Context: an optimization exercise on an open-source flow, tuned for small area. The choices shown serve that exercise and are no tape-out recipe. Where RTL was checked, it was by simulation tests only, not by an equivalence proof against the original. For run 7, only the layout was checked, not whether the RTL still works. No activity file was given, so power comes from the tool's default toggle rates. The flow treats the clock pin as an ideal source, which a real chip does not have.

==> flow/design.v <==
module e1_realign (
    input  wire        clk,
    input  wire        rst,         
    input  wire        set_valid,   
    input  wire [15:0] set_nbits,
    input  wire        in_valid,
    input  wire [7:0]  in_byte,
    output reg         out_valid,
    output reg  [7:0]  out_byte
);
    reg [7:0]   offset;             
    reg [4:0]   zl;                 
    wire clr = rst | set_valid;
    reg  [3:0]  c4;                 
    reg  [1:0]  c2_n;               
    reg         c1;                 
    wire [7:0]  u4_n, u2, u1_n;
    e1_realign_muxi8 m_u4 (.s(offset[2]), .a(in_byte), .b({c4,   in_byte[7:4]}), .y(u4_n));
    e1_realign_muxi8 m_u2 (.s(offset[1]), .a(u4_n),    .b({c2_n, u4_n[7:2]}),    .y(u2));
    e1_realign_muxi8 m_u1 (.s(offset[0]), .a(u2),      .b({c1,   u2[7:1]}),      .y(u1_n));
    reg  [127:0] s16_n;             
    reg  [63:0]  s8;                
    reg  [31:0]  s4_n;              
    reg  [15:0]  s2;                
    reg  [7:0]   s1_n;              
    wire [7:0]  v16, v8_n, v4, v2_n, v1;
    e1_realign_muxi8 m_v16 (.s(offset[7]), .a(u1_n), .b(s16_n[127:120]), .y(v16));
    e1_realign_muxi8 m_v8  (.s(offset[6]), .a(v16),  .b(s8[63:56]),      .y(v8_n));
    e1_realign_muxi8 m_v4  (.s(offset[5]), .a(v8_n), .b(s4_n[31:24]),    .y(v4));
    e1_realign_muxi8 m_v2  (.s(offset[4]), .a(v4),   .b(s2[15:8]),       .y(v2_n));
    e1_realign_muxi8 m_v1  (.s(offset[3]), .a(v2_n), .b(s1_n),           .y(v1));
    always @(posedge clk) begin
        out_valid <= in_valid & ~rst & ~set_valid;
        out_byte  <= (zl != 5'd0) ? 8'd0 : v1;
        if (in_valid && !set_valid) begin
            s16_n <= {s16_n[119:0], u1_n};
            s8    <= {s8[55:0],     v16};
            s4_n  <= {s4_n[23:0],   v8_n};
            s2    <= {s2[7:0],      v4};
            s1_n  <= v2_n;
        end
        if (clr) begin
            c4   <= 4'd0;
            c2_n <= 2'b11;
            c1   <= 1'b0;
        end else if (in_valid) begin
            c4   <= in_byte[3:0];
            c2_n <= u4_n[1:0];
            c1   <= u2[0];
        end
        if (rst) begin
            offset <= 8'd0;
            zl     <= 5'd0;
        end else if (set_valid) begin
            offset <= set_nbits[7:0];
            zl     <= set_nbits[7:3];
        end else if (in_valid && zl != 5'd0) begin
            zl     <= zl - 5'd1;
        end
    end
endmodule
module e1_realign_muxi8 (
    input  wire       s,
    input  wire [7:0] a,
    input  wire [7:0] b,
    output wire [7:0] y
);
    assign y = ~(s ? b : a);
endmodule
==> flow/flow/run.sh <==
#!/bin/bash
# The standard layout (the standard.sh) with these changes:
#  - ports are buffered with the smallest buffer, sky130_fd_sc_hd__buf_1;
#  - after the placement resizer, logic gates are set to their smallest
#    drive strength (flow/downsize.tcl);
#  - clock tree synthesis uses sky130_fd_sc_hd__clkbuf_16 leaf buffers for
#    clusters of up to 35 flip-flops, small sky130_fd_sc_hd__clkbuf_4 buffers
#    above them, and adds no dummy loads.
# Synthesis, floorplan, power grid, placement and routing are the standard ones.
# The make output goes to standard_make.log; each ORFS step keeps its own log
# under orfs/logs/.
set -euo pipefail
export BUFFER_PORTS_ARGS="-buffer_cell sky130_fd_sc_hd__buf_1"
export POST_RESIZE_TCL="$PWD/flow/downsize.tcl"
export CTS_ARGS="-sink_clustering_enable -repair_clock_nets -dont_use_dummy_load -buf_list {sky130_fd_sc_hd__clkbuf_16} -sink_clustering_size 35 -sink_clustering_max_diameter 100 -root_buf sky130_fd_sc_hd__clkbuf_4 -tree_buf sky130_fd_sc_hd__clkbuf_4"
bash standard.sh finish > standard_make.log 2>&1
==> flow/flow/downsize.tcl <==
# Sourced by ORFS after the placement resizer (POST_RESIZE_TCL).
# Synthesis maps some logic gates at more than the smallest drive strength.
# The design has several ns of setup slack, so every combinational gate that
# is not a buffer is set to the smallest drive strength of its own function;
# repair_design then fixes any slew or capacitance violation this causes.
# Flip-flops, buffers and clock cells are left as they are.
set n 0
foreach inst [get_cells *] {
  set m [get_property $inst ref_name]
  if { ![regexp {^(sky130_fd_sc_hd__\w+)_(2|4|6|8|12|16)$} $m -> base drv] } {
    continue
  }
  if { [string match *buf* $m] || [string match *df* $m] || [string match *clk* $m] } {
    continue
  }
  foreach d {0 1} {
    set lc [get_lib_cells -quiet ${base}_$d]
    if { [llength $lc] } {
      puts "downsize [get_full_name $inst]: $m -> ${base}_$d"
      replace_cell $inst $lc
      incr n
      break
    }
  }
}
puts "downsized $n instances"
estimate_parasitics -placement
repair_design
==> flow/standard.sh <==
#!/bin/bash
# synth_recipe.tcl (not shown) runs the flow's synth.tcl, then flattens the netlist and writes it again
# the make line also repeats each setting of config.mk as NAME=value (left out here)
make -C /OpenROAD-flow-scripts/flow DESIGN_CONFIG=/design/flow/config.mk WORK_HOME=/design/flow/orfs CLKGATE_MAP_FILE= SYNTH_SCRIPT=/design/flow/synth_recipe.tcl "${@:-finish}"
==> flow/config.mk <==
export PLATFORM = sky130hd
export DESIGN_NAME = e1_realign
export DESIGN_NICKNAME = e1_realign
export VERILOG_FILES = /design/flow/design.v
export SDC_FILE = /design/flow/constraint.sdc
export NUM_CORES = 4
export LEC_CHECK = 0
export CAP_MARGIN = 10
export CORE_MARGIN = 2
export CORE_UTILIZATION = 55
export SLEW_MARGIN = 10
export SYNTH_HIERARCHICAL = 1
export SYNTH_MINIMUM_KEEP_SIZE = 0
==> flow/constraint.sdc <==
create_clock -name core_clock -period 10.0 [get_ports {clk}]
set_input_delay 2.0000 -clock core_clock [delete_from_list [all_inputs] [get_ports {clk}]]
set_output_delay 2.0000 -clock core_clock [all_outputs]
set_load 0.01 [all_outputs]
==> flow_summary.json, run 1 <==
{
  "drt_first_pass_iters": 6,
  "cp-end-kind": "flip-flop",
  "route.vias.total": 3672,
  "cts_buffers": 11,
  "final_antenna_net_count": 0,
  "synthDistinctLibCells": 27,
  "netlist.area_leader.share_pct": 80.65,
  "relSlewSlack_pct": 22.07,
  "antenna_found_initial": 1,
  "worstPathBufferInverterCount": 3,
  "first_iter_violations": 286,
  "power_density_nw_per_um2": 193.4,
  "grt_pass1_wl_um": 18910,
  "min_period_ps": 4145,
  "drc": 0,
  "cts_resized": 0,
  "drive_gt1_share_pct": 3.704,
  "core_area_um2": 16520,
  "yosys_warnings": 7,
  "avgViaCountPerCell": 5.400,
  "gp_congestion": 0.7689,
  "clkLatencyLatePin_ps": 580,
  "finalPower_mw": 1.893,
  "port_buffers": 28,
  "drv_cap": 0,
  "post_cts_buffers": 0,
  "post_drt_wl_per_cell_um": 17.86,
  "fin_tns_setup_ps": 0,
  "dieArea_um2": 17840,
  "worstMarginPinSlew_ps": 1169,
  "fp.dieH_um": 133.6,
  "cts_tree": "yes",
  "dp.final_hpwl_um": 7170,
  "hold_viol": 0,
  "skew_ps": 16.20,
  "drv_slew": 0,
  "wl_um": 12140,
  "peakVddDrop_v": 0.0001042,
  "ys_top_cells_by_area": "edfxtp_1 (81%), mux2i_1 (8.2%), dfxtp_1 (6.3%)",
  "clock.fmax_ghz": 0.2412,
  "synth-seq-cells": 277,
  "power.leakage_nw": 3.141,
  "cp.arrival_ps": 4340,
  "grt_use_total_pct": 13.56,
  "r2r_slack_ps": 7330,
  "yosysMostFrequentCell": "edfxtp_1",
  "ys_async_sr_fraction_pct": 0,
  "rsz0062_at_grt": "false",
  "synth_nets": 457,
  "cts_num_sinks": 277,
  "cts_buffer_depth": 3,
  "critical_path_class": "input port to flip-flop",
  "stdcell_count": 680,
  "cp_max_fo": 98,
  "syn_avg_cell_area_um2": 21.57,
  "ctsHoldBuffers": 0,
  "synth_top_cells_by_count": "edfxtp_1 (248), mux2i_1 (76), dfxtp_1 (29)",
  "cp_slowest_cell": "buf_4",
  "netlist_area_um2": 9234,
  "placementRows": 47,
  "period_share_pct": 41.45,
  "die_x_um": 133.6,
  "first_global_vias": 3519,
  "hold_path_class": "flip-flop to flip-flop",
  "yosysSeqAreaShare_pct": 86.94,
  "place_area_um2": 9565,
  "grt_start_max_net_pins": 99,
  "critPathRequiredTime_ps": 10200,
  "placedCellCount": 668,
  "setup_viol_count_final": 0,
  "synth_top_area_cell": "edfxtp_1",
  "final_area_um2": 9791,
  "cts_max_level": 1,
  "slowest_delay_ps": 890,
  "initial_core_util_pct": 55.88,
  "syn2layout_area_growth_pct": 6.030,
  "nNetsFinal": 490,
  "start_kind": "input port",
  "clk_pin_slew_ps": 120,
  "synth_edf_count": 248,
  "overflow": 0,
  "ys.flop_type": "edfxtp_1",
  "cts-root-buf": "clkbuf_4",
  "synthCells": 428,
  "path_cells": "buf_1, nor2b_2, buf_16, buf_4",
  "cp_top_family": "buffers and inverters",
  "ios": 37,
  "status": "finished clean"
}
[final cells by class]
type / count / area (um^2)
Multi-Input combinational cell: 133 / 1081
Timing Repair Buffer: 33 / 162.7
Inverter: 5 / 18.77
Clock buffer: 11 / 222.7
Antenna cell: 1 / 2.502
Tap cell: 220 / 275.3
Sequential cell: 277 / 8028
Fill cell: 1199 / 6734
[layer usage]
metal	global-route usage (%)	share of wire [%]	up-vias
met5	0	0	-
met4	3.546	1.9	0
met3	2.321	3.1	16
met2	20.50	44	52
met1	20.92	51	1898
li1	-	-	1706
[cell families after synthesis]
group,count (synthesis),synth area share (%)
flops,277,86.94
mux,76,8.238
simple gates,41,2.317
buf+inv,18,1.382
compound gates,15,0.9892
fa+ha+maj,1,0.1355
[cell usage in the layout (no fill, tap or decap), types with 5 or more instances in the layout]
master       n
a21oi_1      8
and2_1       9
nor2_1      12
edfxtp_1   248
buf_1       28
nand2_1     10
mux2i_1     76
dfxtp_1     29
inv_1        5
clkbuf_16    8
[worst paths after layout]
kind	from	end	cells past startpoint
worst max-delay path	in_valid	s16_n[70]$_DFFE_PP_	4
worst min-delay path	s16_n[76]$_DFFE_PP_	s16_n[84]$_DFFE_PP_	0
worst max register to register	offset[2]$_SDFFE_PP0P_	out_byte[5]$_SDFF_PP0_	9
worst min register to register	s16_n[76]$_DFFE_PP_	s16_n[84]$_DFFE_PP_	0
[flip-flops by register name, indices dropped and copies added (netlist names)]
signal and count:
s16_n 128, s8 64, s4_n 32, s2 16, offset 8, out_byte 8, s1_n 8, zl 5
c4 4, c2_n 2, c1 1, out_valid 1
[per-module statistics from Yosys (local to each module, per instance)]
module	area [um^2]	cells	times used	flops+latches
e1_realign	8503	356	1	277
e1_realign_muxi8	91.34	9	8	0
[through the flow]
step / hold WS (ps) / worst slack [ps] / util, %
floorplan: 400.3 / 580.6 / -
global placement: 403.6 / 5266 / 57.75
detailed placement: 404.5 / 5243 / 57.89
CTS: 417.3 / 5884 / 59.23
global route: 436.3 / 5697 / 59.25
finish: 424.8 / 5855 / 59.25
[power breakdown]
group / internal (mW) / switching [mW] / total [mW]
sequential: 1.32 / 0.0224 / 1.34
clock: 0.160 / 0.298 / 0.458
combinational: 0.0326 / 0.0589 / 0.0915
total: 1.51 / 0.379 / 1.89
==> inputs of run 2 (changes only) <==
--- a/flow/design.v
+++ b/flow/design.v
@@ -32,7 +32,7 @@
     always @(posedge clk) begin
         out_valid <= in_valid & ~rst & ~set_valid;
         out_byte  <= (zl != 5'd0) ? 8'd0 : v1;
-        if (in_valid && !set_valid) begin
+        if (in_valid) begin
             s16_n <= {s16_n[119:0], u1_n};
             s8    <= {s8[55:0],     v16};
             s4_n  <= {s4_n[23:0],   v8_n};
--- a/flow/flow/run.sh
+++ b/flow/flow/run.sh
@@ -12,5 +12,5 @@
 set -euo pipefail
 export BUFFER_PORTS_ARGS="-buffer_cell sky130_fd_sc_hd__buf_1"
 export POST_RESIZE_TCL="$PWD/flow/downsize.tcl"
-export CTS_ARGS="-sink_clustering_enable -repair_clock_nets -dont_use_dummy_load -buf_list {sky130_fd_sc_hd__clkbuf_16} -sink_clustering_size 35 -sink_clustering_max_diameter 100 -root_buf sky130_fd_sc_hd__clkbuf_4 -tree_buf sky130_fd_sc_hd__clkbuf_4"
+export CTS_ARGS="-sink_clustering_enable -repair_clock_nets -dont_use_dummy_load -buf_list {sky130_fd_sc_hd__clkbuf_16} -sink_clustering_size 35 -sink_clustering_max_diameter 80 -root_buf sky130_fd_sc_hd__clkbuf_4 -tree_buf sky130_fd_sc_hd__clkbuf_4"
 bash standard.sh finish > standard_make.log 2>&1
==> run 2 against run 1 <==
Against the previous run:
- clock skew rose by 63 ps
- global-route usage up 0.80 points
- critical path depth grew 6
- worst hold slack got worse by 50 ps
- sequential power increased by 3%
- sequential share of layout area hardly changed
- setup slack improved by 760 ps
- total power up 4.3%
- fmax is 23% higher
- synthesized cell count fell by 1.2%
- highest routed layer unchanged
==> flow_summary.json, run 2 <==
{
  "status": "finished clean",
  "die_x_um": 133.5,
  "ctsHoldBuffers": 0,
  "reg.largest.list": "s16_n: 128 flops, s8: 64 flops, s4_n: 32 flops",
  "drv_cap": 0,
  "worstMarginPinSlew_ps": 1118,
  "cts_resized": 0,
  "yosysSeqAreaShare_pct": 87.00,
  "fin_tns_setup_ps": 0,
  "nNetsFinal": 487,
  "synth_top_cells_by_count": "edfxtp_1 (248), mux2i_1 (76), dfxtp_1 (29)",
  "drive_gt1_share_pct": 3.947,
  "cts_num_sinks": 277,
  "ys_async_sr_fraction_pct": 0,
  "placementRows": 47,
  "final_antenna_net_count": 0,
  "yosysMostFrequentCell": "edfxtp_1",
  "dp.final_hpwl_um": 7195,
  "largest_reg_flops": 128,
  "initial_core_util_pct": 56.04,
  "clock.fmax_ghz": 0.2957,
  "synth_nets": 452,
  "power.leakage_nw": 3.229,
  "netlist.area_leader.share_pct": 80.71,
  "place_area_um2": 9510,
  "placedCellCount": 663,
  "hold_ws_ps": 375.0,
  "rsz0062_at_grt": "false",
  "hold_viol": 0,
  "synth_edf_count": 248,
  "min_period_ps": 3382,
  "route.vias.total": 3679,
  "start_kind": "input port",
  "clk_pin_slew_ps": 110,
  "cts-root-buf": "clkbuf_4",
  "final_area_um2": 9792,
  "synthAdderAreaFrac_pct": 0.1356,
  "antenna_found_initial": 1,
  "cp_top_family": "multiplexers",
  "synth_top_family_by_area": "multiplexers",
  "path_cells": "buf_1, mux2i_1, mux2i_1, mux2i_1, mux2i_1, mux2i_1, mux2i_1, mux2i_1, mux2i_1, and2_0",
  "cts_max_level": 1,
  "fillerInstances": 1201,
  "synth_top_area_cell": "edfxtp_1",
  "clkLatencyLatePin_ps": 630,
  "synthCells": 423,
  "regArea_um2": 8028,
  "finalPower_mw": 1.975,
  "grt_use_total_pct": 14.36,
  "drc": 0,
  "worstPathBufferInverterCount": 1,
  "hold_path_class": "flip-flop to flip-flop",
  "power_density_nw_per_um2": 201.7,
  "muxShareOfSynthArea_pct": 8.244,
  "critPathRequiredTime_ps": 10490,
  "grt_start_max_net_pins": 92,
  "synth-xor-area-share_pct": 0,
  "cp_max_fo": 2,
  "slowest_delay_ps": 370,
  "multiInputGateArea_um2": 1067,
  "first_iter_violations": 294,
  "cp.arrival_ps": 3870,
  "avgViaCountPerCell": 5.434,
  "gp_congestion": 0.7001,
  "overflow": 0,
  "netlist_area_um2": 9228,
  "post_cts_buffers": 0,
  "fp.dieH_um": 133.5,
  "cts_buffers": 13,
  "synth_simple_gate_area_share_pct": 2.400,
  "peakVddDrop_v": 0.0001392,
  "drt_first_pass_iters": 6,
  "skew_ps": 79.43,
  "synth-seq-cells": 277,
  "synth_compound_gate_area_share_pct": 0.9492,
  "period_share_pct": 33.82,
  "grt_pass1_wl_um": 19890,
  "ios": 37,
  "path_common_cell": "mux2i_1",
  "top_register": "s16_n",
  "post_drt_wl_per_cell_um": 18.53,
  "port_buffers": 28,
  "wl_um": 12540,
  "setup_viol_count_final": 0,
  "first_global_vias": 3559,
  "syn_avg_cell_area_um2": 21.81,
  "stdcell_count": 677,
  "synthDistinctLibCells": 29,
  "relSlewSlack_pct": 25.47,
  "drv_slew": 0,
  "cts_buffer_depth": 3,
  "cp_slowest_cell": "mux2i_1",
  "layout_common_cells": "edfxtp_1 (248), mux2i_1 (76), dfxtp_1 (29), buf_1 (27), nor2_1 (13)",
  "critical_path_class": "input port to flip-flop",
  "layout_commonest_cell": "edfxtp_1",
  "ys.flop_type": "edfxtp_1",
  "ys_top_cells_by_area": "edfxtp_1 (81%), mux2i_1 (8.2%), dfxtp_1 (6.3%)",
  "syn2layout_area_growth_pct": 6.115,
  "yosys_warnings": 7,
  "dieArea_um2": 17830,
  "cts_tree": "yes",
  "cp-end-kind": "flip-flop",
  "core_area_um2": 16470
}
-- run 2: cell types whose count changed in the layout (fill, tap and decap cells not counted), sizes merged, moves of 2 or more --
| cell | before | now |
|---|---|---|
| nor2b | 2 | 0 |
| buf | 33 | 30 |
| a21oi | 8 | 6 |
| clkbuf | 11 | 14 |
| nand3 | 0 | 2 |
-- run 2: logic make-up (layout without fill, tap and decap cells) --
family,count (synthesis),count (layout)
compound gates,13,13
fa+ha+maj,1,1
buf+inv,15,48
flops,277,277
mux,76,76
other cells,0,1
simple gates,41,41
-- run 2: routing by layer --
metal	global-route usage, %	wire length (um)
met5	0	0
met4	3.310	212
met3	2.702	436
met2	20.90	5472
met1	22.91	6420
-- run 2: cell type report --
cell class	instances	share of cell area (%)
sequential	277	81.98
multi-input combinational	131	10.90
tap	220	2.811
clock buffer	13	2.786
timing repair buffer	31	1.342
inverter	4	0.1533
antenna	1	0.02556
-- run 2: Yosys stat by module (local to each module, per instance) --
module	copies in the design	cells	cell area, um^2
e1_realign_muxi8	8	9	91.34
e1_realign	1	351	8497
-- run 2: worst paths after layout --
| kind | start | end | slack, ps | cells past startpoint |
|---|---|---|---|---|
| setup / recovery | in_byte[6] | out_byte[5]$_SDFF_PP0_ | 6620 | 10 |
| hold / removal | s16_n[7]$_DFFE_PP_ | s16_n[15]$_DFFE_PP_ | 370 | 0 |
| hold reg to reg | s16_n[7]$_DFFE_PP_ | s16_n[15]$_DFFE_PP_ | 370 | 0 |
| setup reg to reg | offset[2]$_SDFFE_PP0P_ | out_byte[5]$_SDFF_PP0_ | 7280 | 9 |
-- run 2: stage by stage --
| step | utilization, % | setup slack, ps |
|---|---|---|
| after floorplan | - | 6769 |
| after global placement | 57.89 | 6021 |
| after detailed placement | 57.76 | 6009 |
| after CTS | 59.41 | 6642 |
| after global routing | 59.47 | 6394 |
| final | 59.47 | 6618 |
-- run 2: power by group --
group          total, mW  internal, mW  leakage (nW)  switching [mW]
sequential          1.38          1.35          2.66          0.0300
clock              0.501         0.193         0.137           0.308
combinational     0.0901        0.0310         0.429          0.0591
total               1.98          1.58          3.23           0.397
==> inputs of run 3 (changes only) <==
==> flow/flow/run.sh (replaced) <==
#!/bin/bash
# The standard layout (the standard.sh) with these changes:
#  - ports are buffered with the smallest buffer, sky130_fd_sc_hd__buf_1;
#  - after the placement resizer, logic gates are set to their smallest
#    drive strength (flow/downsize.tcl);
#  - clock tree synthesis uses sky130_fd_sc_hd__clkbuf_16 leaf buffers for
#    clusters of up to 35 flip-flops, small sky130_fd_sc_hd__clkbuf_2 buffers
#    above them, and adds no dummy loads.
# Synthesis, floorplan, power grid, placement and routing are the standard ones.
# The make output goes to standard_make.log; each ORFS step keeps its own log
# under orfs/logs/.
set -euo pipefail
export BUFFER_PORTS_ARGS="-buffer_cell sky130_fd_sc_hd__buf_1"
export POST_RESIZE_TCL="$PWD/flow/downsize.tcl"
export CTS_ARGS="-sink_clustering_enable -repair_clock_nets -dont_use_dummy_load -buf_list {sky130_fd_sc_hd__clkbuf_16} -sink_clustering_size 35 -sink_clustering_max_diameter 100 -root_buf sky130_fd_sc_hd__clkbuf_2 -tree_buf sky130_fd_sc_hd__clkbuf_2"
bash standard.sh finish > standard_make.log 2>&1
==> run 3 against run 2 <==
Against the previous run:
- still clean
- final cell count down 0.30%
- total power shrank 2.6%
- via count shrank 1.1%
- register-to-register slack better by 100 ps
- wire length down 0.87%
- global-route usage is 0.16 points lower
- utilization fell by 0.35 points
- critical endpoint is now out_byte[4]$_SDFF_PP0_
- largest cell class unchanged
- largest power group unchanged
- highest routed layer unchanged
==> flow_summary.json, run 3 <==
{
  "status": "finished clean",
  "dp.final_hpwl_um": 7195,
  "syn_avg_cell_area_um2": 21.81,
  "ios": 37,
  "ys_async_sr_fraction_pct": 0,
  "cp_max_fo": 2,
  "cts_buffer_depth": 3,
  "drt_first_pass_iters": 4,
  "cts_num_sinks": 277,
  "hold_path_class": "flip-flop to flip-flop",
  "yosys_warnings": 7,
  "drc": 0,
  "synthDistinctLibCells": 29,
  "yosysSeqAreaShare_pct": 87.00,
  "timing.rr.end": "out_byte[4]$_SDFF_PP0_",
  "clk_pin_slew_ps": 120,
  "hold_ws_ps": 418.4,
  "p_sw_mw": 0.3873,
  "cts_tree": "yes",
  "relSlewSlack_pct": 25.88,
  "netlist_area_um2": 9228,
  "grt_pass1_wl_um": 19710,
  "port_buffers": 28,
  "period_share_pct": 32.52,
  "nNetsFinal": 485,
  "synth_top_cells_by_count": "edfxtp_1 (248), mux2i_1 (76), dfxtp_1 (29)",
  "p_int_mw": 1.537,
  "critPathRequiredTime_ps": 10580,
  "setup_viol_count_final": 0,
  "dp_slack_ps": 6009,
  "overflow": 0,
  "whs_path_depth": 0,
  "core_area_um2": 16470,
  "post_drt_wl_per_cell_um": 18.42,
  "antenna_found_initial": 1,
  "syn2layout_area_growth_pct": 5.492,
  "grt_start_max_net_pins": 92,
  "hold_path.startpoint": "s16_n[119]$_DFFE_PP_",
  "avgViaCountPerCell": 5.391,
  "synth_top_area_cell": "edfxtp_1",
  "die_x_um": 133.5,
  "ctsHoldBuffers": 0,
  "largest_reg_flops": 128,
  "cp.arrival_ps": 3830,
  "cts_buffers": 11,
  "worstHoldEndpoint": "s16_n[127]$_DFFE_PP_",
  "skew_ps": 26.90,
  "cts_max_level": 1,
  "ys.flop_type": "edfxtp_1",
  "first_global_vias": 3562,
  "final_area_um2": 9734,
  "seq_power_share_pct": 72.0,
  "drv_cap": 0,
  "clkLatencyLatePin_ps": 680,
  "synth-seq-cells": 277,
  "drive_gt1_share_pct": 3.524,
  "synthCells": 423,
  "route.vias.total": 3639,
  "clock.fmax_ghz": 0.3075,
  "initial_core_util_pct": 56.04,
  "utilization_pct": 59.12,
  "first_iter_violations": 324,
  "post_cts_buffers": 0,
  "gp_congestion": 0.7001,
  "dieArea_um2": 17830,
  "synth_edf_count": 248,
  "place_area_um2": 9510,
  "stdcell_count": 675,
  "min_period_ps": 3252,
  "cp-end-kind": "flip-flop",
  "hold_viol": 0,
  "startpoint": "in_byte[6]",
  "cts_resized": 0,
  "fp.dieH_um": 133.5,
  "yosysMostFrequentCell": "edfxtp_1",
  "p_comb_share_pct": 4.7,
  "drv_slew": 0,
  "fillerInstances": 1212,
  "fin_tns_setup_ps": 0,
  "worstMarginPinSlew_ps": 1112,
  "grt_use_total_pct": 14.20,
  "r2r_cells": 9,
  "timing.rr.start": "offset[2]$_SDFFE_PP0P_",
  "ys_top_cells_by_area": "edfxtp_1 (81%), mux2i_1 (8.2%), dfxtp_1 (6.3%)",
  "cts-root-buf": "clkbuf_2",
  "clockPowerShare_pct": 23.4,
  "switching_share_pct": 20.13,
  "r2r_slack_ps": 7380,
  "rsz0062_at_grt": "false",
  "layout_setup_ws_ps": 6748,
  "layout_common_cells": "edfxtp_1 (248), mux2i_1 (76), dfxtp_1 (29), buf_1 (27), nor2_1 (13)",
  "start_kind": "input port",
  "layout_commonest_cell": "edfxtp_1",
  "reg.largest.list": "s16_n: 128 flops, s8: 64 flops, s4_n: 32 flops",
  "power.leakage_nw": 3.203,
  "placedCellCount": 663,
  "wl_um": 12430,
  "netlist.area_leader.share_pct": 80.71,
  "synth_nets": 452,
  "peakVddDrop_v": 0.0001087,
  "placementRows": 47,
  "power_density_nw_per_um2": 197.6,
  "top_register": "s16_n",
  "critical_path_class": "input port to flip-flop",
  "finalPower_mw": 1.924,
  "final_antenna_net_count": 0
}
==> run 3: modules after synthesis, one instance, submodules excluded <==
module            cells inside  area (um^2)  times used  flip-flops and latches
e1_realign_muxi8             9        91.34           8                       0
e1_realign                 351         8497           1                     277
==> run 3: power groups by stage <==
stage,combinational [mW],clock [mW],sequential (mW)
2_1_floorplan,0.0559,0,1.40
3_3_place_gp,0.0900,0,1.41
3_5_place_dp,0.0914,0,1.41
4_1_cts,0.0917,0.473,1.39
5_1_grt,0.102,0.506,1.39
6_report,0.0899,0.450,1.38
==> run 3: how the worst max path moves through the flow <==
stage | endpoint | slack, ps
global route | out_byte[5]$_SDFF_PP0_ | 6520
CTS | out_byte[4]$_SDFF_PP0_ | 6770
floorplan | out_byte[0]$_SDFF_PP0_ | 6770
finish | out_byte[4]$_SDFF_PP0_ | 6750
global placement | out_byte[6]$_SDFF_PP0_ | 6020
detailed placement | out_byte[5]$_SDFF_PP0_ | 6010
==> run 3: critical path, stage by stage <==
cell and delay (ps):
buf_1 80, mux2i_1 220, mux2i_1 140, mux2i_1 360, mux2i_1 210, mux2i_1 250
mux2i_1 140, mux2i_1 190, mux2i_1 80, and2_0 150
==> run 3: routing by layer <==
| layer | GRT usage (%) | share of wire, % |
|---|---|---|
| met5 | 0 | 0 |
| met4 | 3.605 | 1.4 |
| met3 | 2.245 | 3.2 |
| met2 | 20.76 | 43 |
| met1 | 22.72 | 52 |
==> run 3: cells by family (layout without fill, tap and decap cells) <==
kind of cell	Yosys count	in the layout	share of synthesized area (%)
AOI/OAI and AO/OA	13	13	0.9492
DFF	277	277	87.00
other	0	1	0
and+or+nand+nor	41	41	2.400
adders and majority gates	1	1	0.1356
muxes	76	76	8.244
buffers and inverters	15	46	1.274
==> run 3: cell type report <==
class | count | area, um^2 | share of cell area (%)
inverters | 4 | 15.01 | 0.1542
diodes | 1 | 2.502 | 0.02571
flip-flops and latches | 277 | 8028 | 82.47
multi-input cells | 131 | 1067 | 10.96
well taps | 220 | 275.3 | 2.828
repair buffers | 31 | 131.4 | 1.350
clock buffers | 11 | 215.2 | 2.211
==> inputs of run 4 (changes only) <==
==> flow/flow/run.sh (replaced) <==
#!/bin/bash
# The standard layout (the standard.sh) with these changes:
#  - ports are buffered with the smallest buffer, sky130_fd_sc_hd__buf_1;
#  - after the placement resizer, logic gates are set to their smallest
#    drive strength (flow/downsize.tcl);
#  - clock tree synthesis uses sky130_fd_sc_hd__clkbuf_16 leaf buffers for
#    clusters of up to 33 flip-flops, small sky130_fd_sc_hd__clkbuf_4 buffers
#    above them, and adds no dummy loads.
# Synthesis, floorplan, power grid, placement and routing are the standard ones.
# The make output goes to standard_make.log; each ORFS step keeps its own log
# under orfs/logs/.
set -euo pipefail
export BUFFER_PORTS_ARGS="-buffer_cell sky130_fd_sc_hd__buf_1"
export POST_RESIZE_TCL="$PWD/flow/downsize.tcl"
export CTS_ARGS="-sink_clustering_enable -repair_clock_nets -dont_use_dummy_load -buf_list {sky130_fd_sc_hd__clkbuf_16} -sink_clustering_size 33 -sink_clustering_max_diameter 100 -root_buf sky130_fd_sc_hd__clkbuf_4 -tree_buf sky130_fd_sc_hd__clkbuf_4"
bash standard.sh finish > standard_make.log 2>&1
==> run 4 against run 3 <==
Against the previous run:
- setup slack got worse by 110 ps
- largest power group unchanged
- count of clock-buffer cells in the layout grew 1
- clock skew up 68 ps
- register-to-register slack better by 20 ps
- still clean on timing, DRC and antenna
- critical endpoint is now out_byte[1]$_SDFF_PP0_
==> flow_summary.json, run 4 <==
{
  "status": "finished clean",
  "synth_top_cells_by_count": "edfxtp_1 (248), mux2i_1 (76), dfxtp_1 (29)",
  "rsz0062_at_grt": "false",
  "die_x_um": 133.5,
  "power_density_nw_per_um2": 199.6,
  "drt_first_pass_iters": 4,
  "netlist.area_leader.share_pct": 80.71,
  "netlist_area_um2": 9228,
  "synth_compound_gate_area_share_pct": 0.9492,
  "synthAdderAreaFrac_pct": 0.1356,
  "ys_top_cells_by_area": "edfxtp_1 (81%), mux2i_1 (8.2%), dfxtp_1 (6.3%)",
  "grt_pass1_wl_um": 19560,
  "cts_buffers": 12,
  "final_antenna_net_count": 0,
  "hold_path_class": "flip-flop to flip-flop",
  "grt_start_max_net_pins": 92,
  "fillerInstances": 1207,
  "period_share_pct": 33.57,
  "syn2layout_area_growth_pct": 5.844,
  "dp.final_hpwl_um": 7195,
  "cp.arrival_ps": 3830,
  "ios": 37,
  "synth_edf_count": 248,
  "reg.largest.list": "s16_n: 128 flops, s8: 64 flops, s4_n: 32 flops",
  "nNetsFinal": 486,
  "setup_viol_count_final": 0,
  "first_iter_violations": 332,
  "layout_commonest_cell": "edfxtp_1",
  "grt_use_total_pct": 14.10,
  "stdcell_count": 676,
  "fp.dieH_um": 133.5,
  "drc": 0,
  "placedCellCount": 663,
  "start_kind": "input port",
  "overflow": 0,
  "timing.rr.end": "out_byte[1]$_SDFF_PP0_",
  "cp-end-kind": "flip-flop",
  "cts_resized": 0,
  "endpoint": "out_byte[1]$_SDFF_PP0_",
  "r2r_slack_ps": 7400,
  "core_area_um2": 16470,
  "skew_ps": 94.60,
  "worstMarginPinSlew_ps": 1119,
  "yosys_warnings": 7,
  "ys.flop_type": "edfxtp_1",
  "cp_max_fo": 2,
  "synth_nets": 452,
  "drv_slew": 0,
  "top_register": "s16_n",
  "yosysMostFrequentCell": "edfxtp_1",
  "critPathRequiredTime_ps": 10480,
  "critical_path_class": "input port to flip-flop",
  "muxShareOfSynthArea_pct": 8.244,
  "syn_avg_cell_area_um2": 21.81,
  "post_drt_wl_per_cell_um": 18.25,
  "synthCells": 423,
  "gp_congestion": 0.7001,
  "wl_um": 12340,
  "placementRows": 47,
  "cts_max_level": 1,
  "port_buffers": 28,
  "timing.rr.start": "offset[2]$_SDFFE_PP0P_",
  "min_period_ps": 3357,
  "route.vias.total": 3660,
  "synth_top_area_cell": "edfxtp_1",
  "clk_pin_slew_ps": 120,
  "largest_reg_flops": 128,
  "antenna_found_initial": 1,
  "clock.fmax_ghz": 0.2979,
  "cts_buffer_depth": 3,
  "relSlewSlack_pct": 25.43,
  "synth-xor-area-share_pct": 0,
  "ctsHoldBuffers": 0,
  "finalPower_mw": 1.950,
  "clkLatencyLatePin_ps": 610,
  "drive_gt1_share_pct": 3.736,
  "synth-seq-cells": 277,
  "initial_core_util_pct": 56.04,
  "layout_common_cells": "edfxtp_1 (248), mux2i_1 (76), dfxtp_1 (29), buf_1 (27), nor2_1 (13)",
  "avgViaCountPerCell": 5.414,
  "ys_async_sr_fraction_pct": 0,
  "drv_cap": 0,
  "peakVddDrop_v": 0.0001300,
  "startpoint": "in_byte[5]",
  "power.leakage_nw": 3.217,
  "r2r_cells": 9,
  "synthDistinctLibCells": 29,
  "synth_top_family_by_area": "multiplexers",
  "first_global_vias": 3559,
  "post_cts_buffers": 0,
  "cts-root-buf": "clkbuf_4",
  "yosysSeqAreaShare_pct": 87.00,
  "cts_num_sinks": 277,
  "synth_simple_gate_area_share_pct": 2.400,
  "cts_tree": "yes",
  "hold_ws_ps": 348.9,
  "hold_viol": 0,
  "fin_tns_setup_ps": 0,
  "dieArea_um2": 17830
}
run 4: final cells by class:
cell class | instances | area [um^2] | area share [%]
Inverter | 4 | 15.01 | 0.1537
Clock buffer | 12 | 247.7 | 2.537
Multi-Input combinational cell | 131 | 1067 | 10.93
Tap cell | 220 | 275.3 | 2.818
Antenna cell | 1 | 2.502 | 0.02562
Timing Repair Buffer | 31 | 131.4 | 1.345
Sequential cell | 277 | 8028 | 82.19
run 4: through the flow:
step | utilization [%] | worst slack [ps] | cell area [um^2]
after global routing | 59.32 | 6428 | 9767
after CTS | 59.26 | 6662 | 9758
after detailed placement | 57.76 | 6009 | 9510
after floorplan | - | 6769 | 9228
after global placement | 57.89 | 6021 | 9532
final | 59.32 | 6643 | 9767
run 4: logic make-up after synthesis:
family,after synthesis
AOI/OAI and AO/OA,13
adders and majority gates,1
buffers and inverters,15
DFF,277
muxes,76
and+or+nand+nor,41
run 4: metal layers:
metal / global-route usage (%) / routed length, um / vias up
met4: 3.783 / 169 / 0
met5: 0 / 0 / -
met2: 20.79 / 5438 / 49
met3: 1.865 / 409 / 12
met1: 22.56 / 6320 / 1906
li1: - / - / 1693
run 4: report_power, final:
part	total (mW)	switching (mW)	internal, mW
clock	0.475	0.299	0.177
combinational	0.0896	0.0586	0.0309
sequential	1.38	0.0299	1.35
run 4: critical path, cell delays in order:
cell	delay, ps
buf_1	80
mux2i_1	230
mux2i_1	140
mux2i_1	340
mux2i_1	180
mux2i_1	260
mux2i_1	140
mux2i_1	210
mux2i_1	100
and2_0	150
run 4: how the worst min path moves through the flow:
| stage | startpoint | endpoint | slack (ps) | cells past startpoint |
|---|---|---|---|---|
| 6_report | s16_n[50]$_DFFE_PP_ | s16_n[58]$_DFFE_PP_ | 350 | 0 |
| 5_1_grt | s16_n[50]$_DFFE_PP_ | s16_n[58]$_DFFE_PP_ | 370 | 0 |
| 4_1_cts | s16_n[50]$_DFFE_PP_ | s16_n[58]$_DFFE_PP_ | 330 | 0 |
| 3_5_place_dp | s16_n[102]$_DFFE_PP_ | s16_n[110]$_DFFE_PP_ | 400 | 0 |
| 3_3_place_gp | s2[0]$_DFFE_PP_ | s2[8]$_DFFE_PP_ | 400 | 0 |
| 2_1_floorplan | s16_n[92]$_DFFE_PP_ | s16_n[100]$_DFFE_PP_ | 400 | 0 |
run 4: modules after synthesis, one instance, submodules excluded:
module / cells inside / flops+latches
e1_realign: 351 / 277
e1_realign_muxi8: 9 / 0
==> inputs of run 5 (changes only) <==
--- a/flow/design.v
+++ b/flow/design.v
@@ -32,7 +32,7 @@
     always @(posedge clk) begin
         out_valid <= in_valid & ~rst & ~set_valid;
         out_byte  <= (zl != 5'd0) ? 8'd0 : v1;
-        if (in_valid) begin
+        if (in_valid && !set_valid) begin
             s16_n <= {s16_n[119:0], u1_n};
             s8    <= {s8[55:0],     v16};
             s4_n  <= {s4_n[23:0],   v8_n};
==> run 5 against run 4 <==
Against the previous run:
- first-iteration DRC count shrank 16%
- still clean on timing, DRC and antenna
- total power down 2.0%
- cell area rose by 0.50%
- largest cell class unchanged
- critical path depth down 6
- worst hold slack better by 26 ps
- sequential share of layout area fell by 0.41 points
- critical endpoint is now s16_n[110]$_DFFE_PP_
==> flow_summary.json, run 5 <==
{
  "finalPower_mw": 1.910,
  "drc": 0,
  "clk_pin_slew_ps": 120,
  "cts_tree": "yes",
  "ys.flop_type": "edfxtp_1",
  "start_kind": "input port",
  "syn2layout_area_growth_pct": 6.301,
  "port_buffers": 28,
  "ys_top_cells_by_area": "edfxtp_1 (81%), mux2i_1 (8.2%), dfxtp_1 (6.3%)",
  "avgViaCountPerCell": 5.379,
  "drv_slew": 0,
  "wl_um": 12050,
  "drt_first_pass_iters": 4,
  "ys_async_sr_fraction_pct": 0,
  "layout_setup_ws_ps": 5870,
  "ios": 37,
  "synth_top_area_cell": "edfxtp_1",
  "first_global_vias": 3512,
  "synth_nets": 457,
  "min_period_ps": 4130,
  "timing.rr.end": "out_byte[5]$_SDFF_PP0_",
  "final_antenna_net_count": 0,
  "critPathRequiredTime_ps": 10200,
  "synth-seq-cells": 277,
  "switching_share_pct": 19.88,
  "cts_resized": 0,
  "post_drt_wl_per_cell_um": 17.70,
  "clkLatencyLatePin_ps": 620,
  "post_cts_buffers": 0,
  "syn_avg_cell_area_um2": 21.57,
  "antenna_found_initial": 1,
  "whs_path_depth": 0,
  "hold_path.startpoint": "s16_n[73]$_DFFE_PP_",
  "top_register": "s16_n",
  "p_sw_mw": 0.3798,
  "cp-end-kind": "flip-flop",
  "cts-root-buf": "clkbuf_4",
  "power.leakage_nw": 3.153,
  "final_area_um2": 9816,
  "layout_commonest_cell": "edfxtp_1",
  "gp_congestion": 0.7689,
  "hold_ws_ps": 375.3,
  "placementRows": 47,
  "fin_tns_setup_ps": 0,
  "status": "finished clean",
  "worstHoldEndpoint": "s16_n[81]$_DFFE_PP_",
  "overflow": 0,
  "clockPowerShare_pct": 24.9,
  "yosysSeqAreaShare_pct": 86.94,
  "synth_edf_count": 248,
  "power_density_nw_per_um2": 194.6,
  "synthCells": 428,
  "route.vias.total": 3663,
  "hold_path_class": "flip-flop to flip-flop",
  "period_share_pct": 41.30,
  "relSlewSlack_pct": 22.48,
  "nNetsFinal": 491,
  "fillerInstances": 1189,
  "fp.dieH_um": 133.6,
  "cp_max_fo": 98,
  "initial_core_util_pct": 55.88,
  "cts_num_sinks": 277,
  "setup_viol_count_final": 0,
  "placedCellCount": 668,
  "largest_reg_flops": 128,
  "utilization_pct": 59.40,
  "r2r_slack_ps": 7280,
  "die_x_um": 133.6,
  "cts_buffers": 12,
  "drv_cap": 0,
  "synthDistinctLibCells": 27,
  "dieArea_um2": 17840,
  "dp.final_hpwl_um": 7170,
  "peakVddDrop_v": 0.0001093,
  "yosysMostFrequentCell": "edfxtp_1",
  "grt_pass1_wl_um": 18940,
  "cts_max_level": 1,
  "drive_gt1_share_pct": 3.913,
  "worstMarginPinSlew_ps": 1163,
  "r2r_cells": 9,
  "layout_common_cells": "edfxtp_1 (248), mux2i_1 (76), dfxtp_1 (29), buf_1 (28), nor2_1 (12)",
  "first_iter_violations": 279,
  "rsz0062_at_grt": "false",
  "cts_buffer_depth": 3,
  "synth_top_cells_by_count": "edfxtp_1 (248), mux2i_1 (76), dfxtp_1 (29)",
  "timing.rr.start": "offset[2]$_SDFFE_PP0P_",
  "hold_viol": 0,
  "critical_path_class": "input port to flip-flop",
  "seq_power_share_pct": 70.4,
  "yosys_warnings": 7,
  "reg.largest.list": "s16_n: 128 flops, s8: 64 flops, s4_n: 32 flops",
  "netlist_area_um2": 9234,
  "ctsHoldBuffers": 0,
  "grt_use_total_pct": 13.62,
  "p_int_mw": 1.531,
  "grt_start_max_net_pins": 99,
  "clock.fmax_ghz": 0.2421,
  "place_area_um2": 9565,
  "p_comb_share_pct": 4.8,
  "cp.arrival_ps": 4330,
  "dp_slack_ps": 5243,
  "stdcell_count": 681,
  "core_area_um2": 16520,
  "netlist.area_leader.share_pct": 80.65,
  "skew_ps": 61.10
}
==> run 5: changes by cell type after synthesis, moves of 2 or more <==
cell,before,now
and2_1,1,9
nand3_1,2,0
a21oi_1,6,8
and2_2,8,0
clkbuf_1,1,3
nor2b_1,0,2
or4b_1,0,2
==> run 5: logic make-up (layout without fill, tap and decap cells) <==
logic type / after synthesis / count (layout) / synth area share [%]
compound gates: 15 / 15 / 0.9892
other cells: 0 / 1 / 0
mux: 76 / 76 / 8.238
simple gates: 41 / 41 / 2.317
fa+ha+maj: 1 / 1 / 0.1355
flops: 277 / 277 / 86.94
buf+inv: 18 / 50 / 1.382
==> run 5: routing by layer <==
metal | track usage, % | part of all wire (%)
met5 | 0 | 0
met4 | 3.783 | 2.1
met3 | 2.626 | 4.6
met2 | 20.25 | 44
met1 | 21.03 | 50
==> run 5: power by group through the flow <==
stage               clock network [mW]  registers (mW)  logic [mW]
finish                           0.475            1.34      0.0911
global route                     0.536            1.35       0.102
CTS                              0.500            1.35      0.0931
detailed placement                   0            1.37      0.0923
global placement                     0            1.37      0.0877
floorplan                            0            1.37      0.0674
==> run 5: modules after synthesis (local to each module, per instance) <==
module / times used / cells inside / area [um^2]
e1_realign: 1 / 356 / 8503
e1_realign_muxi8: 8 / 9 / 91.34
==> run 5: how the worst max path moves through the flow <==
| stage | cells past startpoint | end | startpoint | slack (ps) |
|---|---|---|---|---|
| finish | 4 | s16_n[110]$_DFFE_PP_ | in_valid | 5870 |
| global route | 4 | s16_n[119]$_DFFE_PP_ | in_valid | 5680 |
| CTS | 4 | s16_n[110]$_DFFE_PP_ | in_valid | 5880 |
| detailed placement | 4 | s16_n[30]$_DFFE_PP_ | in_valid | 5240 |
| global placement | 3 | s16_n[46]$_DFFE_PP_ | in_valid | 5270 |
| floorplan | 2 | s16_n[0]$_DFFE_PP_ | in_valid | 580 |
==> run 5: area by class of cell <==
class,count,area [um^2],share of cell area [%]
Inverter,5,18.77,0.1912
Tap cell,220,275.3,2.804
Clock buffer,12,247.7,2.524
Timing Repair Buffer,33,162.7,1.657
Antenna cell,1,2.502,0.02549
Sequential cell,277,8028,81.78
Multi-Input combinational cell,133,1081,11.01
==> run 5: worst max-delay path, stage by stage <==
cell and delay, ps:
buf_1 680, nor2b_2 490, buf_16 210, buf_4 900
==> inputs of run 6 (changes only) <==
--- a/flow/design.v
+++ b/flow/design.v
@@ -32,7 +32,7 @@
     always @(posedge clk) begin
         out_valid <= in_valid & ~rst & ~set_valid;
         out_byte  <= (zl != 5'd0) ? 8'd0 : v1;
-        if (in_valid && !set_valid) begin
+        if (in_valid) begin
             s16_n <= {s16_n[119:0], u1_n};
             s8    <= {s8[55:0],     v16};
             s4_n  <= {s4_n[23:0],   v8_n};
==> flow/flow/run.sh (replaced) <==
#!/bin/bash
# The standard layout (the standard.sh) with these changes:
#  - after floorplanning, the combinational logic is re-mapped for area with
#    OpenROAD's restructure command (flow/restructure.tcl); flip-flops are
#    not touched;
#  - ports are buffered with the smallest buffer, sky130_fd_sc_hd__buf_1;
#  - after the placement resizer, logic gates are set to their smallest
#    drive strength (flow/downsize.tcl);
#  - clock tree synthesis uses sky130_fd_sc_hd__clkbuf_16 leaf buffers for
#    clusters of up to 35 flip-flops, small sky130_fd_sc_hd__clkbuf_4 buffers
#    above them, and adds no dummy loads.
# Synthesis (standard), power grid, placement and routing are the standard
# ones.  The make output goes to standard_make.log; each ORFS step keeps its
# own log under orfs/logs/.
set -euo pipefail
export POST_FLOORPLAN_TCL="$PWD/flow/restructure.tcl"
export BUFFER_PORTS_ARGS="-buffer_cell sky130_fd_sc_hd__buf_1"
export POST_RESIZE_TCL="$PWD/flow/downsize.tcl"
export CTS_ARGS="-sink_clustering_enable -repair_clock_nets -dont_use_dummy_load -buf_list {sky130_fd_sc_hd__clkbuf_16} -sink_clustering_size 35 -sink_clustering_max_diameter 100 -root_buf sky130_fd_sc_hd__clkbuf_4 -tree_buf sky130_fd_sc_hd__clkbuf_4"
bash standard.sh finish > standard_make.log 2>&1
==> flow/flow/restructure.tcl (new file) <==
# Sourced by ORFS at the end of the floorplan step (POST_FLOORPLAN_TCL).
# Re-maps the combinational logic of the synthesized netlist for area with
# OpenROAD's restructure command (ABC); flip-flops and ports are not touched.
set lib_file [lindex $::env(LIB_FILES) 0]
set tielo_cell [lindex $::env(TIELO_CELL_AND_PORT) 0]
set tielo_lib [get_name [get_property [lindex [get_lib_cell $tielo_cell] 0] library]]
set tielo_pin $tielo_lib/$tielo_cell/[lindex $::env(TIELO_CELL_AND_PORT) 1]
set tiehi_cell [lindex $::env(TIEHI_CELL_AND_PORT) 0]
set tiehi_lib [get_name [get_property [lindex [get_lib_cell $tiehi_cell] 0] library]]
set tiehi_pin $tiehi_lib/$tiehi_cell/[lindex $::env(TIEHI_CELL_AND_PORT) 1]
set rmp_dir $::env(OBJECTS_DIR)/restructure
file mkdir $rmp_dir
puts "Design area before restructure:"
report_design_area
restructure -liberty_file $lib_file -target area \
  -tielo_port $tielo_pin -tiehi_port $tiehi_pin \
  -work_dir $rmp_dir -abc_logfile $::env(LOG_DIR)/2_1_restructure_abc.log
puts "Design area after restructure:"
report_design_area
==> run 6 against run 5 <==
Against the previous run:
- still clean
- count of clock-buffer cells in the layout fell by 1
- combinational power increased by 9.2%
- cell area shrank 3.7%
- final cell count fell by 2.5%
- synthesized cell count fell by 1.2%
- total power up 1.5%
- critical endpoint is now s2[13]$_DFFE_PP_
==> flow_summary.json, run 6 <==
{
  "ctsHoldBuffers": 0,
  "wl_um": 12770,
  "clock.fmax_ghz": 0.2200,
  "overflow": 0,
  "cts_tree": "yes",
  "synth_nets": 452,
  "cp_max_fo": 97,
  "cts_num_sinks": 277,
  "min_period_ps": 4546,
  "drv_slew": 0,
  "synth_top_cells_by_count": "edfxtp_1 (248), mux2i_1 (76), dfxtp_1 (29)",
  "placementRows": 47,
  "gp_congestion": 0.7293,
  "cts_resized": 0,
  "r2r_cells": 9,
  "ys_top_cells_by_area": "edfxtp_1 (81%), mux2i_1 (8.2%), dfxtp_1 (6.3%)",
  "cp.arrival_ps": 4770,
  "critPathRequiredTime_ps": 10220,
  "synth-xor-area-share_pct": 0,
  "timing.rr.end": "out_byte[0]$_SDFF_PP0_",
  "synth-seq-cells": 277,
  "yosys_warnings": 7,
  "drc": 0,
  "setup_viol_count_final": 0,
  "start_kind": "input port",
  "port_buffers": 28,
  "dr_wl_met3_um": 437,
  "hold_viol": 0,
  "fillerInstances": 1252,
  "synthAdderAreaFrac_pct": 0.1356,
  "power_density_nw_per_um2": 205.3,
  "dp_slack_ps": 4730,
  "ys.flop_type": "edfxtp_1",
  "synth_compound_gate_area_share_pct": 0.9492,
  "synth_simple_gate_area_share_pct": 2.400,
  "initial_core_util_pct": 56.04,
  "yosysMostFrequentCell": "edfxtp_1",
  "cp-end-kind": "flip-flop",
  "highest_layer": "met4",
  "final_antenna_net_count": 0,
  "first_iter_violations": 396,
  "period_share_pct": 45.46,
  "clk_pin_slew_ps": 120,
  "timing.rr.start": "offset[2]$_SDFFE_PP0P_",
  "layout_common_cells": "edfxtp_1 (248), o22ai_1 (41), dfxtp_1 (29), buf_1 (27), clkinv_1 (14)",
  "layout_commonest_cell": "edfxtp_1",
  "synth_top_family_by_area": "multiplexers",
  "antenna_found_initial": 1,
  "route.vias.total": 3814,
  "reg.largest.list": "s16_n: 128 flops, s8: 64 flops, s4_n: 32 flops",
  "grt_start_max_net_pins": 98,
  "post_cts_buffers": 0,
  "grt_use_total_pct": 14.23,
  "finalPower_mw": 1.940,
  "hold_path.startpoint": "s16_n[76]$_DFFE_PP_",
  "synthCells": 423,
  "stdcell_count": 664,
  "post_drt_wl_per_cell_um": 19.23,
  "yosysSeqAreaShare_pct": 87.00,
  "muxShareOfSynthArea_pct": 8.244,
  "layout_setup_ws_ps": 5454,
  "netlist_area_um2": 9228,
  "cts_max_level": 1,
  "dieArea_um2": 17830,
  "synth_top_area_cell": "edfxtp_1",
  "avgViaCountPerCell": 5.744,
  "cts_buffer_depth": 3,
  "skew_ps": 28.39,
  "cts-root-buf": "clkbuf_4",
  "nNetsFinal": 473,
  "power.leakage_nw": 3.035,
  "synth_edf_count": 248,
  "fp.dieH_um": 133.5,
  "peakVddDrop_v": 0.0001792,
  "core_area_um2": 16470,
  "relSlewSlack_pct": 23.31,
  "netlist.area_leader.share_pct": 80.71,
  "synthDistinctLibCells": 29,
  "ys_async_sr_fraction_pct": 0,
  "top_register": "s16_n",
  "clkLatencyLatePin_ps": 600,
  "status": "finished clean",
  "wl_met2_um": 5832,
  "whs_path_depth": 0,
  "fin_tns_setup_ps": 0,
  "worstHoldEndpoint": "s16_n[84]$_DFFE_PP_",
  "syn2layout_area_growth_pct": 2.400,
  "cts_buffers": 11,
  "r2r_slack_ps": 7330,
  "grt_pass1_wl_um": 19700,
  "drv_cap": 0,
  "largest_reg_flops": 128,
  "dp.final_hpwl_um": 7441,
  "rsz0062_at_grt": "false",
  "ios": 37,
  "syn_avg_cell_area_um2": 21.81,
  "placedCellCount": 652,
  "die_x_um": 133.5,
  "drt_first_pass_iters": 4,
  "critical_path_class": "input port to flip-flop",
  "first_global_vias": 3633,
  "hold_path_class": "flip-flop to flip-flop",
  "hold_ws_ps": 412.1,
  "worstMarginPinSlew_ps": 1150,
  "drive_gt1_share_pct": 3.160,
  "wl_met1_um": 6227
}
[run 6: final cells by class]
type / count / area, um^2 / share of cell area [%]
Sequential cell: 277 / 8028 / 84.96
Inverter: 14 / 52.55 / 0.5561
Multi-Input combinational cell: 111 / 744.5 / 7.879
Timing Repair Buffer: 30 / 123.9 / 1.311
Antenna cell: 1 / 2.502 / 0.02648
Tap cell: 220 / 275.3 / 2.913
Clock buffer: 11 / 222.7 / 2.357
[run 6: cell families (layout without fill, tap and decap cells)]
family / Yosys count / count (layout)
flip-flops: 277 / 277
multiplexers: 76 / 0
AND/OR/NAND/NOR: 41 / 19
buffers and inverters: 15 / 55
AO/OA/AOI/OAI: 13 / 92
adder cells (fa/ha/maj): 1 / 0
other: 0 / 1
[run 6: worst max path at each step]
stage | start | to | slack [ps] | cells past startpoint
after global placement | in_valid | s2[13]$_DFFE_PP_ | 4880 | 3
final | in_valid | s2[13]$_DFFE_PP_ | 5450 | 3
after global routing | in_valid | s2[13]$_DFFE_PP_ | 5170 | 3
after CTS | in_valid | s1_n[3]$_DFFE_PP_ | 5420 | 3
after floorplan | in_byte[7] | out_byte[0]$_SDFF_PP0_ | 6770 | 9
after detailed placement | in_valid | s1_n[5]$_DFFE_PP_ | 4730 | 3
[run 6: metrics by stage]
step	utilization (%)	instance area (um^2)
after detailed placement	56.02	9224
after global placement	56.02	9224
after floorplan	-	9228
after global routing	57.39	9449
after CTS	57.37	9447
final	57.39	9449
[run 6: per-layer routing]
metal	track usage (%)	up-vias
met5	0	-
met4	4.669	0
met3	2.245	14
met2	21.33	85
met1	21.83	1985
li1	-	1730
[run 6: report_power, final]
| group | internal (mW) | switching [mW] | total (mW) |
|---|---|---|---|
| registers | 1.36 | 0.0279 | 1.39 |
| clock network | 0.160 | 0.294 | 0.454 |
| logic | 0.0296 | 0.0699 | 0.0995 |
[run 6: per-module statistics from Yosys (local to each module, per instance)]
| module | cells inside | area [um^2] | times used | flops+latches |
|---|---|---|---|---|
| e1_realign | 351 | 8497 | 1 | 277 |
| e1_realign_muxi8 | 9 | 91.34 | 8 | 0 |
[run 6: worst max-delay path, stage by stage]
cell      delay (ps)
clkbuf_4         680
buf_4            990
buf_4           1010
==> inputs of run 7 (changes only) <==
--- a/flow/design.v
+++ b/flow/design.v
@@ -29,16 +29,24 @@
     e1_realign_muxi8 m_v4  (.s(offset[5]), .a(v8_n), .b(s4_n[31:24]),    .y(v4));
     e1_realign_muxi8 m_v2  (.s(offset[4]), .a(v4),   .b(s2[15:8]),       .y(v2_n));
     e1_realign_muxi8 m_v1  (.s(offset[3]), .a(v2_n), .b(s1_n),           .y(v1));
+    wire [127:0] s16_d;
+    wire [63:0]  s8_d;
+    wire [31:0]  s4_d;
+    wire [15:0]  s2_d;
+    wire [7:0]   s1_d;
+    e1_realign_hold #(128) h16 (.e(in_valid), .d({s16_n[119:0], u1_n}), .q(s16_n), .y(s16_d));
+    e1_realign_hold #(64)  h8  (.e(in_valid), .d({s8[55:0],     v16}),  .q(s8),    .y(s8_d));
+    e1_realign_hold #(32)  h4  (.e(in_valid), .d({s4_n[23:0],   v8_n}), .q(s4_n),  .y(s4_d));
+    e1_realign_hold #(16)  h2  (.e(in_valid), .d({s2[7:0],      v4}),   .q(s2),    .y(s2_d));
+    e1_realign_hold #(8)   h1  (.e(in_valid), .d(v2_n),                 .q(s1_n),  .y(s1_d));
     always @(posedge clk) begin
         out_valid <= in_valid & ~rst & ~set_valid;
         out_byte  <= (zl != 5'd0) ? 8'd0 : v1;
-        if (in_valid) begin
-            s16_n <= {s16_n[119:0], u1_n};
-            s8    <= {s8[55:0],     v16};
-            s4_n  <= {s4_n[23:0],   v8_n};
-            s2    <= {s2[7:0],      v4};
-            s1_n  <= v2_n;
-        end
+        s16_n <= s16_d;
+        s8    <= s8_d;
+        s4_n  <= s4_d;
+        s2    <= s2_d;
+        s1_n  <= s1_d;
         if (clr) begin
             c4   <= 4'd0;
             c2_n <= 2'b11;
@@ -67,3 +75,13 @@
 );
     assign y = ~(s ? b : a);
 endmodule
+module e1_realign_hold #(
+    parameter W = 8
+) (
+    input  wire         e,
+    input  wire [W-1:0] d,
+    input  wire [W-1:0] q,
+    output wire [W-1:0] y
+);
+    assign y = e ? d : q;
+endmodule
==> run 7 against run 6 <==
Against the previous run:
- sequential power about the same
- cell area decreased by 1.4%
- register-to-register slack lost 150 ps
- first-iteration DRC count is 10% lower
==> flow_summary.json, run 7 <==
{
  "status": "finished clean",
  "fp.dieH_um": 141.5,
  "power.leakage_nw": 3.275,
  "fillerInstances": 1685,
  "regArea_um2": 5545,
  "startpoint": "in_valid",
  "ctsHoldBuffers": 0,
  "endpoint": "c2_n[0]$_SDFFE_PP1P_",
  "timing.rr.end": "out_byte[3]$_SDFF_PP0_",
  "syn2layout_area_growth_pct": -10.41,
  "cts_tree": "yes",
  "setup_viol_count_final": 0,
  "gp_congestion": 0.7279,
  "drc": 0,
  "post_cts_buffers": 0,
  "initial_core_util_pct": 55.79,
  "antenna_found_initial": 1,
  "netlist.area_leader.share_pct": 53.32,
  "start_kind": "input port",
  "nNetsFinal": 746,
  "hold_ws_ps": 455.3,
  "wl_um": 15300,
  "yosysSeqAreaShare_pct": 53.32,
  "drt_first_pass_iters": 4,
  "power_density_nw_per_um2": 227.6,
  "grt_start_max_net_pins": 117,
  "cts-root-buf": "clkbuf_4",
  "first_iter_violations": 355,
  "placementRows": 50,
  "hold_path_class": "flip-flop to flip-flop",
  "timing.rr.start": "offset[2]$_SDFFE_PP0P_",
  "netlist_area_um2": 10400,
  "layout_common_cells": "dfxtp_1 (277), o22a_1 (264), buf_1 (27), o21ai_0 (21), clkinv_1 (19)",
  "post_drt_wl_per_cell_um": 16.09,
  "overflow": 0,
  "hold_viol": 0,
  "drv_slew": 0,
  "ys_top_cells_by_area": "dfxtp_1 (53%), mux2_4 (16%), mux2_2 (15%)",
  "clkLatencyLatePin_ps": 600,
  "avgViaCountPerCell": 5.925,
  "clock.fmax_ghz": 0.2119,
  "cts_num_sinks": 277,
  "switching_share_pct": 24.22,
  "synthCells": 700,
  "cts_buffer_depth": 3,
  "cts_max_level": 1,
  "dp.final_hpwl_um": 9738,
  "synthDistinctLibCells": 34,
  "ys.flop_type": "dfxtp_1",
  "period_share_pct": 47.19,
  "largest_reg_flops": 128,
  "final_antenna_net_count": 0,
  "worstMarginPinSlew_ps": 1226,
  "grt_use_total_pct": 14.82,
  "synth_edf_count": 0,
  "synth_top_cells_by_count": "dfxtp_1 (277), mux2_2 (140), mux2_4 (108)",
  "critical_path_class": "input port to flip-flop",
  "clockPowerShare_pct": 21.6,
  "core_area_um2": 18640,
  "clk_pin_slew_ps": 120,
  "top_register": "s16_n",
  "r2r_slack_ps": 7180,
  "p_int_mw": 1.607,
  "min_period_ps": 4719,
  "drive_gt1_share_pct": 2.514,
  "skew_ps": 35.55,
  "p_sw_mw": 0.5137,
  "reg.largest.list": "s16_n: 128 flops, s8: 64 flops, s4_n: 32 flops",
  "yosysMostFrequentCell": "dfxtp_1",
  "synth_nets": 729,
  "relSlewSlack_pct": 17.62,
  "cts_buffers": 11,
  "layout_commonest_cell": "dfxtp_1",
  "ios": 37,
  "cts_resized": 0,
  "critPathRequiredTime_ps": 10440,
  "syn_avg_cell_area_um2": 14.86,
  "fin_tns_setup_ps": 0,
  "cp.arrival_ps": 5160,
  "cp_max_fo": 116,
  "r2r_cells": 9,
  "rsz0062_at_grt": "false",
  "synth_top_area_cell": "dfxtp_1",
  "dieArea_um2": 20030,
  "grt_pass1_wl_um": 25250,
  "cp-end-kind": "flip-flop",
  "multiInputGateArea_um2": 3020,
  "die_x_um": 141.5,
  "p_comb_share_pct": 12.9,
  "peakVddDrop_v": 0.0001146,
  "first_global_vias": 5340,
  "drv_cap": 0,
  "seq_power_share_pct": 65.5,
  "synth-seq-cells": 277,
  "route.vias.total": 5635,
  "yosys_warnings": 7,
  "port_buffers": 28,
  "ys_async_sr_fraction_pct": 0
}
run 7: cell types whose count changed after synthesis, moves of 2 or more:
cell / before / now
mux2_4: 0 / 108
nand3_1: 2 / 0
mux2_2: 0 / 140
dfxtp_1: 29 / 277
buf_6: 8 / 18
edfxtp_1: 248 / 0
nand2_1: 10 / 6
nand2b_1: 0 / 2
clkbuf_8: 0 / 8
buf_12: 0 / 10
run 7: worst min path at each step:
stage	end	slack, ps	start	depth (start not counted)
CTS	s1_n[6]$_DFF_P_	460	s1_n[6]$_DFF_P_	2
detailed placement	s1_n[6]$_DFF_P_	440	s1_n[6]$_DFF_P_	2
global placement	s1_n[5]$_DFF_P_	430	s1_n[5]$_DFF_P_	2
floorplan	c2_n[0]$_SDFFE_PP1P_	440	c2_n[0]$_SDFFE_PP1P_	2
global route	s1_n[0]$_DFF_P_	480	s1_n[0]$_DFF_P_	2
finish	s1_n[5]$_DFF_P_	460	s1_n[5]$_DFF_P_	2
run 7: cell type report:
type                    instances  area share, %
inverters                      20         0.8057
well taps                     234          3.142
diodes                          1        0.02686
repair buffers                 33          1.705
flip-flops and latches        277          59.51
multi-input cells             375          32.42
clock buffers                  11          2.390
run 7: metal layers:
layer | GRT usage (%) | part of all wire [%] | vias to the layer above
li1 | - | - | 2791
met2 | 24.86 | 46 | 45
met3 | 1.856 | 2.2 | 16
met4 | 3.105 | 1.6 | 0
met1 | 20.71 | 50 | 2783
met5 | 0 | 0 | -
run 7: power groups by stage:
stage	clock network (mW)	registers [mW]	logic (mW)
3_3_place_gp	0	1.40	0.261
4_1_cts	0.481	1.39	0.278
3_5_place_dp	0	1.41	0.277
2_1_floorplan	0	1.72	0.582
6_report	0.459	1.39	0.274
5_1_grt	0.518	1.41	0.302
run 7: cells by family (layout without fill, tap and decap cells):
logic type / count (synthesis) / in the layout / synth area share (%)
AND/OR/NAND/NOR: 39 / 33 / 2.178
multiplexers: 325 / 0 / 38.16
buffers and inverters: 45 / 64 / 5.282
AO/OA/AOI/OAI: 13 / 342 / 0.9384
flip-flops: 277 / 277 / 53.32
adder cells (fa/ha/maj): 1 / 0 / 0.1203
other: 0 / 1 / 0
run 7: modules after synthesis, one instance, submodules excluded, a selection:
module | cells inside | cell area [um^2] | flops+latches
e1_realign_muxi8 | 9 | 91.34 | 0
e1_realign | 352 | 6048 | 277
run 7: per-stage QoR:
step           instances  instance area, um^2  setup WS (ps)  utilization, %  total power [mW]
2_1_floorplan        700                10400           6751               -             2.301
3_3_place_gp         938                 9077           4845           48.69             1.665
3_5_place_dp         939                 9092           4668           48.77             1.692
4_1_cts              950                 9315           5306           49.97             2.148
5_1_grt              951                 9318           4994           49.98             2.232
6_report             951                 9318           5281           49.98             2.121
run 7: critical path, cell delays in order:
cell and delay, ps:
clkbuf_4 440, inv_2 700, buf_4 670, buf_4 950, o221ai_1 250

afterwards: timing with drivers on the ports:
No port has a modelled driver above. Below, the same layouts with a new extraction and two added sets of constraints. Step 1 (the two cells are an assumption about what drives the block):
set clk [get_ports {clk}]
set_driving_cell -lib_cell sky130_fd_sc_hd__clkbuf_16 $clk
set_driving_cell -lib_cell sky130_fd_sc_hd__buf_2 [delete_from_list [all_inputs] $clk]
Step 2 also shifts input and output timing later by t, the mid clock arrival at the registers, as if the neighbouring blocks saw the same clock. a / b / c = no drivers / after step 1 / after step 2; a / b = the first two.
run | t, ns | setup WS [ns] | hold WS [ns] | clock arrival spread, ns | worst slew at a driven data input, ns
run 1 | 0.608 | 5.855 / 5.856 / 5.248 | 0.425 / 0.425 / 0.425 | 0.018 / 0.018 | 0.03
run 2 | 0.631 | 6.618 / 6.635 / 6.003 | 0.375 / 0.375 / 0.375 | 0.080 / 0.081 | 0.04
run 3 | 0.706 | 6.748 / 6.764 / 6.058 | 0.418 / 0.418 / 0.418 | 0.030 / 0.029 | 0.04
run 4 | 0.599 | 6.643 / 6.652 / 6.053 | 0.349 / 0.349 / 0.349 | 0.096 / 0.096 | 0.04
run 5 | 0.629 | 5.870 / 5.870 / 5.241 | 0.375 / 0.375 / 0.375 | 0.062 / 0.062 | 0.03
run 6 | 0.615 | 5.454 / 5.464 / 4.849 | 0.412 / 0.412 / 0.412 | 0.030 / 0.030 | 0.04
run 7 | 0.615 | 5.281 / 5.296 / 4.681 | 0.455 / 0.455 / 0.455 | 0.035 / 0.036 | 0.05
After both steps setup and hold are still met in every run listed. For run 3, which loses most, drivers alone change the setup slack by +0.016 ns; drivers and shift together by -0.690 ns.
